Source: an optimization exercise on an open RTL-to-GDS flow (aim: small area). Production flows keep margins and buffers that such runs may drop.
RTL that was checked went through simulation tests only; none was proved equivalent to the original.
The flow treats the clock pin as an ideal source, which a real chip does not have.
Power and IR drop assume default switching activity.

==> run a: inputs <==
==> flow/design.v (excerpt) <==
module kbd_periph #(
    parameter integer NUM_ROWS      = 16,
    parameter integer NUM_COLS      = 8,
    parameter integer SETTLE_CYCLES = 4,
    parameter integer STROBE_CYCLES = 80,
    parameter integer PULSE_CYCLES  = 80,
    parameter [3:0]   CLKPS_RESET   = 4'd0
) (
    input  wire                clk,
    input  wire                rst_n,
    input  wire [3:0]          bus_addr,
    input  wire [7:0]          bus_wdata,
    input  wire                bus_wr,
    input  wire                bus_rd,
    output reg  [7:0]          bus_rdata,
    output wire                tick_irq,
    output wire [3:0]          row_addr,
    output wire                row_en,
    output wire [NUM_ROWS-1:0] row_n,
    output wire                row_oe,
    input  wire [7:0]          col_in,
    output wire                col_pu,
    output wire [7:0]          data_out,
    output wire                strobe_o,
    output wire                tx_oe,
    output wire                caps_led_o,
    output wire                scr_clr_o,
    output wire                sys_rst_o,
    output wire                aux_oe
);
==> flow/config.mk <==
export PLATFORM = sky130hd
export DESIGN_NAME = kbd_periph
export DESIGN_NICKNAME = kbd_periph
export VERILOG_FILES = /design/flow/design.v
export SDC_FILE = /design/flow/constraint.sdc
export NUM_CORES = 4
export LEC_CHECK = 0
export CAP_MARGIN = 0
export CORE_MARGIN = 2
export CORE_UTILIZATION = 80
export GPL_TIMING_DRIVEN = 0
export SLEW_MARGIN = 0
==> flow/constraint.sdc <==
create_clock -name core_clock -period 10.0 [get_ports {clk}]
set_input_delay 2.0000 -clock core_clock [delete_from_list [all_inputs] [get_ports {clk}]]
set_output_delay 2.0000 -clock core_clock [all_outputs]
set_load 0.01 [all_outputs]
standard.sh (not shown) runs the stock make flow with config.mk's settings and CLKGATE_MAP_FILE= SYNTH_SCRIPT=/design/flow/synth_recipe.tcl, a recipe that flattens the netlist after the stock synthesis.
==> flow/flow/run.sh <==
#!/bin/bash
# The standard layout (standard.sh's make command and ORFS steps), with:
#  - synthesis: synth_recipe.tcl with ABC's mapping script replaced
#    (flow/synth.tcl, flow/abc_map.script); registers are unchanged;
#  - port buffers made from the smallest buffer cell (buf_1);
#  - clock tree from clkbuf_8 only, without dummy balancing loads, and
#    leaf buffers downsized to clkbuf_4 where the clock-pin slew allows
#    (flow/post_cts.tcl, run by cts.tcl's POST_CTS_TCL hook).
set -euo pipefail
here=$(pwd)
export ABC_MAP_SCRIPT=$here/flow/abc_map.script
export FLOW_SYNTH_TCL=$here/synth_recipe.tcl
export BUFFER_PORTS_ARGS="-buffer_cell sky130_fd_sc_hd__buf_1"
export CTS_ARGS="-sink_clustering_enable -repair_clock_nets -dont_use_dummy_load -buf_list sky130_fd_sc_hd__clkbuf_8"
export POST_CTS_TCL=$here/flow/post_cts.tcl
export CTS_LEAF_MAX_SLEW=0.105
sed "s#SYNTH_SCRIPT=[^ ]*#SYNTH_SCRIPT=$here/flow/synth.tcl#" standard.sh > flow_standard.sh
grep -q "SYNTH_SCRIPT=$here/flow/synth.tcl" flow_standard.sh
bash flow_standard.sh > standard.log 2>&1
==> flow/flow/post_cts.tcl <==
# Downsize clock-tree buffers that drive only flip-flops from clkbuf_8 to
# clkbuf_4 where the flip-flop clock pins then still have a small slew
# (estimated from placement, CTS_LEAF_MAX_SLEW ns); otherwise keep clkbuf_8.
set max_slew $::env(CTS_LEAF_MAX_SLEW)
set swapped 0
estimate_parasitics -placement
foreach inst [[ord::get_db_block] getInsts] {
  if {[[$inst getMaster] getName] ne "sky130_fd_sc_hd__clkbuf_8"} continue
  set net [[$inst findITerm X] getNet]
  set sinks {}
  set leaf 1
  foreach it [$net getITerms] {
    if {[$it isInputSignal]} {
      if {![string match "sky130_fd_sc_hd__*df*" [[[$it getInst] getMaster] getName]]} { set leaf 0 }
      lappend sinks "[[$it getInst] getName]/[[$it getMTerm] getName]"
    }
  }
  if {!$leaf} continue
  set name [$inst getName]
  replace_cell $name sky130_fd_sc_hd__clkbuf_4
  estimate_parasitics -placement
  set worst 0
  foreach p $sinks {
    set s [get_property [get_pins $p] slew_max]
    if {$s > $worst} { set worst $s }
  }
  if {$worst > $max_slew} {
    replace_cell $name sky130_fd_sc_hd__clkbuf_8
    estimate_parasitics -placement
    puts "post_cts: $name kept clkbuf_8 ([llength $sinks] sinks, slew $worst)"
  } else {
    incr swapped
    puts "post_cts: $name now clkbuf_4 ([llength $sinks] sinks, slew $worst)"
  }
}
puts "post_cts: downsized $swapped clock buffers to clkbuf_4"
detailed_placement
check_placement -verbose
estimate_parasitics -placement
Other scripts of this flow, unchanged in this note and not shown: flow/flow/abc_map.script, flow/flow/synth.tcl
==> inputs of run b, as changes to run a <==
--- a/flow/design.v
+++ b/flow/design.v
@@ -52,27 +52,29 @@
     wire wr_scan   = wr && (bus_addr == A_ROW_SCAN);
     wire wr_tx     = wr && (bus_addr == A_TX_DATA);
     wire wr_led    = wr && (bus_addr == A_LED);
     wire wr_pulse  = wr && (bus_addr == A_PULSE);
     wire wr_pincfg = wr && (bus_addr == A_PINCFG);
-    reg  [3:0] clk_sel;
-    reg        clk_pce;                       
-    reg  [1:0] clk_win;                       
-    wire       clk_unl  = clk_sel[3] & clk_sel[0];
-    wire       clk_lock = ~clk_unl;
-    wire [3:0] clkps    = {clk_sel[3] & ~clk_sel[0], clk_sel[2:1], clk_sel[0] & ~clk_sel[3]};
+    wire [7:0] wdat = bus_wdata & {8{rst_n}};
+    reg [3:0] clkps;
+    reg       clk_lock;
+    reg       clk_pce;                        
+    reg [1:0] clk_win;                        
     wire enable_pat = (bus_wdata == 8'h80);
     wire change_pat = (bus_wdata[7:4] == 4'b0000);
     always @(posedge clk) begin
         if (!rst_n) begin
-            clk_sel <= 4'b1001;
-            clk_pce <= 1'b0;
-        end else if (wr_clkpr && clk_unl && !clk_pce && enable_pat) begin
+            clkps    <= CLKPS_RESET;
+            clk_lock <= 1'b0;
+            clk_pce  <= 1'b0;
+        end else if (wr_clkpr && !clk_lock && !clk_pce && enable_pat) begin
             clk_pce <= 1'b1;
-        end else if (wr_clkpr && clk_unl && clk_pce && change_pat) begin
-            if (bus_wdata[3:0] <= 4'd8)
-                clk_sel <= bus_wdata[3:0];
+        end else if (wr_clkpr && !clk_lock && clk_pce && change_pat) begin
+            if (bus_wdata[3:0] <= 4'd8) begin
+                clkps    <= bus_wdata[3:0];
+                clk_lock <= 1'b1;
+            end
             clk_pce <= 1'b0;
         end else if (clk_pce && clk_win == 2'd0) begin
             clk_pce <= 1'b0;
         end
     end
@@ -86,11 +88,11 @@
     generate
         for (gi = 0; gi < 8; gi = gi + 1) begin : g_divc
             assign div_c[gi+1] = div_c[gi] & div_cnt[gi];
         end
     endgenerate
-    wire tclk_en = clk_sel[3] ? (clk_sel[0] | div_c[8]) : div_c[clk_sel[2:0]];
+    wire tclk_en = clkps[3] ? div_c[8] : div_c[clkps[2:0]];
     always @(posedge clk) begin
         if (!rst_n)
             div_cnt <= 8'd0;
         else
             div_cnt <= div_cnt ^ div_c[7:0];
@@ -98,21 +100,14 @@
     reg [7:0] stg_ocra, stg_a;
     reg [3:0] stg_b;
     reg [7:0] ocra, tcfg_a;
     reg [3:0] tcfg_b, tcfg_imsk;
     always @(posedge clk) begin
-        if (!rst_n) begin
-            stg_ocra  <= 8'd0;
-            stg_a     <= 8'd0;
-            stg_b     <= 4'd0;
-            tcfg_imsk <= 4'd0;
-        end else begin
-            if (wr_ocra)   stg_ocra  <= bus_wdata;
-            if (wr_tcfg_a) stg_a     <= bus_wdata;
-            if (wr_tcfg_b) stg_b     <= bus_wdata[3:0];
-            if (commit)    tcfg_imsk <= bus_wdata[3:0];
-        end
+        if (wr_ocra   | ~rst_n) stg_ocra <= wdat;
+        if (wr_tcfg_a | ~rst_n) stg_a    <= wdat;
+        if (wr_tcfg_b | ~rst_n) stg_b    <= wdat[3:0];
+        if (commit    | ~rst_n) tcfg_imsk <= wdat[3:0];
         if (!rst_n) begin
             ocra   <= 8'd0;
             tcfg_a <= 8'd0;
             tcfg_b <= 4'd0;
         end else if (commit) begin
@@ -159,14 +154,11 @@
     reg  [2:0] xfer_mode;
     reg  [7:0] xfer_ocra;
     wire       cfg_run = (tcfg_b[3] == 1'b0) && (tcfg_a[1:0] == 2'b10) &&
                          (tcfg_b[2:0] != 3'd0) && (tcfg_b[2:0] <= 3'd5);
     always @(posedge clk) begin
-        if (!rst_n) begin
-            xfer_mode <= 3'd0;
-            xfer_ocra <= 8'd0;
-        end else if (phase == P_R1F) begin
+        if (phase == P_R1F) begin
             xfer_mode <= cfg_run ? tcfg_b[2:0] : 3'd0;
             xfer_ocra <= ocra;
         end
     end
     reg [2:0] t_mode;
@@ -207,13 +199,11 @@
             t_mode <= 3'd0;
         else if (t_ld)
             t_mode <= xfer_mode;
     end
     always @(posedge clk) begin
-        if (!rst_n)
-            t_ocra <= 8'd0;
-        else if (t_ld)
+        if (t_ld)
             t_ocra <= xfer_ocra;
         psc  <= (psc ^ psc_c[9:0]) & {10{~t_ld}};
         tcnt <= (tcnt ^ tcnt_c[7:0]) & {8{~(t_ld | tick_ev)}};
     end
     reg [2:0] tick_pipe;
@@ -238,13 +228,11 @@
     wire scan_busy = scan_st[0] | scan_st[2];
     wire scan_smp  = scan_st[0] & scan_st[2];     
     wire scan_cap  = scan_st[2] & ~scan_st[1];    
     wire scan_go   = wr_scan && !scan_busy && (bus_wdata[7:4] == 4'd0);
     always @(posedge clk) begin
-        if (!rst_n)
-            col_smp <= 8'd0;
-        else if (scan_smp)
+        if (scan_smp)
             col_smp <= col_in;
     end
     always @(posedge clk) begin
         if (!rst_n) begin
             row_sel   <= 4'd0;
@@ -280,14 +268,12 @@
     reg [6:0] tx_lf;
     wire tx_busy  = (tx_state != TX_IDLE);
     wire tx_act   = (tx_state == TX_ACTIVE);
     wire tx_last  = ~(tx_lf[5] | tx_lf[4] | tx_lf[2] | tx_lf[0]);
     always @(posedge clk) begin
-        if (!rst_n)
-            tx_data <= 8'd0;
-        else if (wr_tx && !tx_busy)
-            tx_data <= bus_wdata;
+        if ((wr_tx && !tx_busy) || !rst_n)
+            tx_data <= wdat;
         tx_lf <= tx_act ? {tx_lf[5:0], tx_lf[6] ^ tx_lf[5]} : LF_SEED;
     end
     always @(posedge clk) begin
         if (!rst_n) begin
             tx_state <= TX_IDLE;
@@ -305,17 +291,12 @@
     reg       clr_act, rst_act;
     reg [6:0] clr_lf, rst_lf;
     wire clr_last = ~(clr_lf[5] | clr_lf[4] | clr_lf[2] | clr_lf[0]);
     wire rst_last = ~(rst_lf[5] | rst_lf[4] | rst_lf[2] | rst_lf[0]);
     always @(posedge clk) begin
-        if (!rst_n) begin
-            caps   <= 1'b0;
-            pincfg <= 4'd0;
-        end else begin
-            if (wr_led)    caps   <= bus_wdata[0];
-            if (wr_pincfg) pincfg <= bus_wdata[3:0];
-        end
+        if (wr_led    | ~rst_n) caps   <= wdat[0];
+        if (wr_pincfg | ~rst_n) pincfg <= wdat[3:0];
         clr_lf <= clr_act ? {clr_lf[5:0], clr_lf[6] ^ clr_lf[5]} : LF_SEED;
         rst_lf <= rst_act ? {rst_lf[5:0], rst_lf[6] ^ rst_lf[5]} : LF_SEED;
     end
     always @(posedge clk) begin
         if (!rst_n) begin
==> flow/flow/run.sh (replaced) <==
#!/bin/bash
# The standard layout (standard.sh's make command and ORFS steps), with:
#  - synthesis: synth_recipe.tcl with ABC's mapping script replaced
#    (flow/synth.tcl, flow/abc_map.script);
#  - port buffers made from the smallest buffer cell (buf_1);
#  - clock tree from clkbuf_8 only, without dummy balancing loads.
set -euo pipefail
here=$(pwd)
export ABC_MAP_SCRIPT=$here/flow/abc_map.script
export FLOW_SYNTH_TCL=$here/synth_recipe.tcl
export BUFFER_PORTS_ARGS="-buffer_cell sky130_fd_sc_hd__buf_1"
export CTS_ARGS="-sink_clustering_enable -repair_clock_nets -dont_use_dummy_load -buf_list sky130_fd_sc_hd__clkbuf_8"
sed "s#SYNTH_SCRIPT=[^ ]*#SYNTH_SCRIPT=$here/flow/synth.tcl#" standard.sh > flow_standard.sh
grep -q "SYNTH_SCRIPT=$here/flow/synth.tcl" flow_standard.sh
bash flow_standard.sh > standard.log 2>&1
- ABC_AREA: default -> 1
- CORE_UTILIZATION: 80 -> 60
removed: flow/flow/post_cts.tcl
==> inputs of run c, as changes to run a <==
- CORE_UTILIZATION: 80 -> 75
==> comparison table <==
metric                                                                             run b                    run a                    run c
Result of the run                                                complete, no violations  complete, no violations  complete, no violations
Last weighted congestion value of the routability-driven placer                    0.875                     1.03                    0.953
Number of tapcells                                                                   136                      102                      105
Number of filler cells placed in the layout                                          802                      357                      471
Mux contribution to synthesized area                                              0.355%                   0.703%                   0.703%
Cell Int Power                                                                0.000921 W               0.000815 W               0.000819 W
Routed WL per cell                                                          17.6 microns             21.8 microns             19.9 microns
Worst relative slew slack                                                          10.7%                    12.5%                    12.6%
Width of the die                                                             107 microns             92.3 microns             95.2 microns
Multi-input combinational cell area                                        0.00225 sq mm            0.00282 sq mm            0.00282 sq mm
Arrival time reported for the critical path endpoint                             6690 ps                  7160 ps                  6980 ps
# clock sinks                                                                        170                      169                      169
Met2 wire len                                                               6620 microns             8260 microns             7460 microns
Dpl ws                                                                           3600 ps                  3240 ps                  3360 ps
Combinational share of power                                                        5.4%                     6.2%                     6.0%
Post-route core utilization                                                        68.4%                    89.1%                    84.0%
Routed vias                                                                        4,496                    5,322                    5,157
Global-route wire length before repair                                    21,600 microns           27,000 microns           24,600 microns
Clock latency reported for the late side of the worst-skew pair                   440 ps                   430 ps                   440 ps
Power dissipated in sequential cells                                          0.000766 W               0.000687 W               0.000687 W
Number of ordinary and repair buffers in the finished layout                          71                       69                       70
Final nets                                                                           674                      722                      723
Critical Path Sink                                                       tcnt[7]$_DFF_P_          tcnt[7]$_DFF_P_          tcnt[6]$_DFF_P_
The RTL of run b was laid out without a check of its function.

## separate check: timing with driven ports
In the flow no input, the clock included, has a driving cell. The finished layouts below were timed again as built, in two steps.
Step 1: set_driving_cell puts a clkbuf_16 on clk and a buf_2 on each other input, an assumption about the parent block.
Step 2 also shifts input and output timing later by t, the mid clock arrival at the registers, as if the neighbouring blocks saw the same clock.
Three values: ideal, step 1, step 2; two values: the first two.
run | t (ns) | slack for setup (ns) | worst setup path at the end | clock arrival spread, ns | slew at the worst register clock pin (ns)
run a | 0.452 | 3.153 / 3.153 / 3.153 | register to register | 0.028 / 0.029 | 0.10 / 0.10
run b | 0.457 | 3.641 / 3.641 / 3.641 | register to register | 0.027 / 0.027 | 0.09 / 0.09
run c | 0.462 | 3.334 / 3.334 / 3.334 | register to register | 0.032 / 0.032 | 0.10 / 0.10
After both steps every run listed still meets setup and hold.
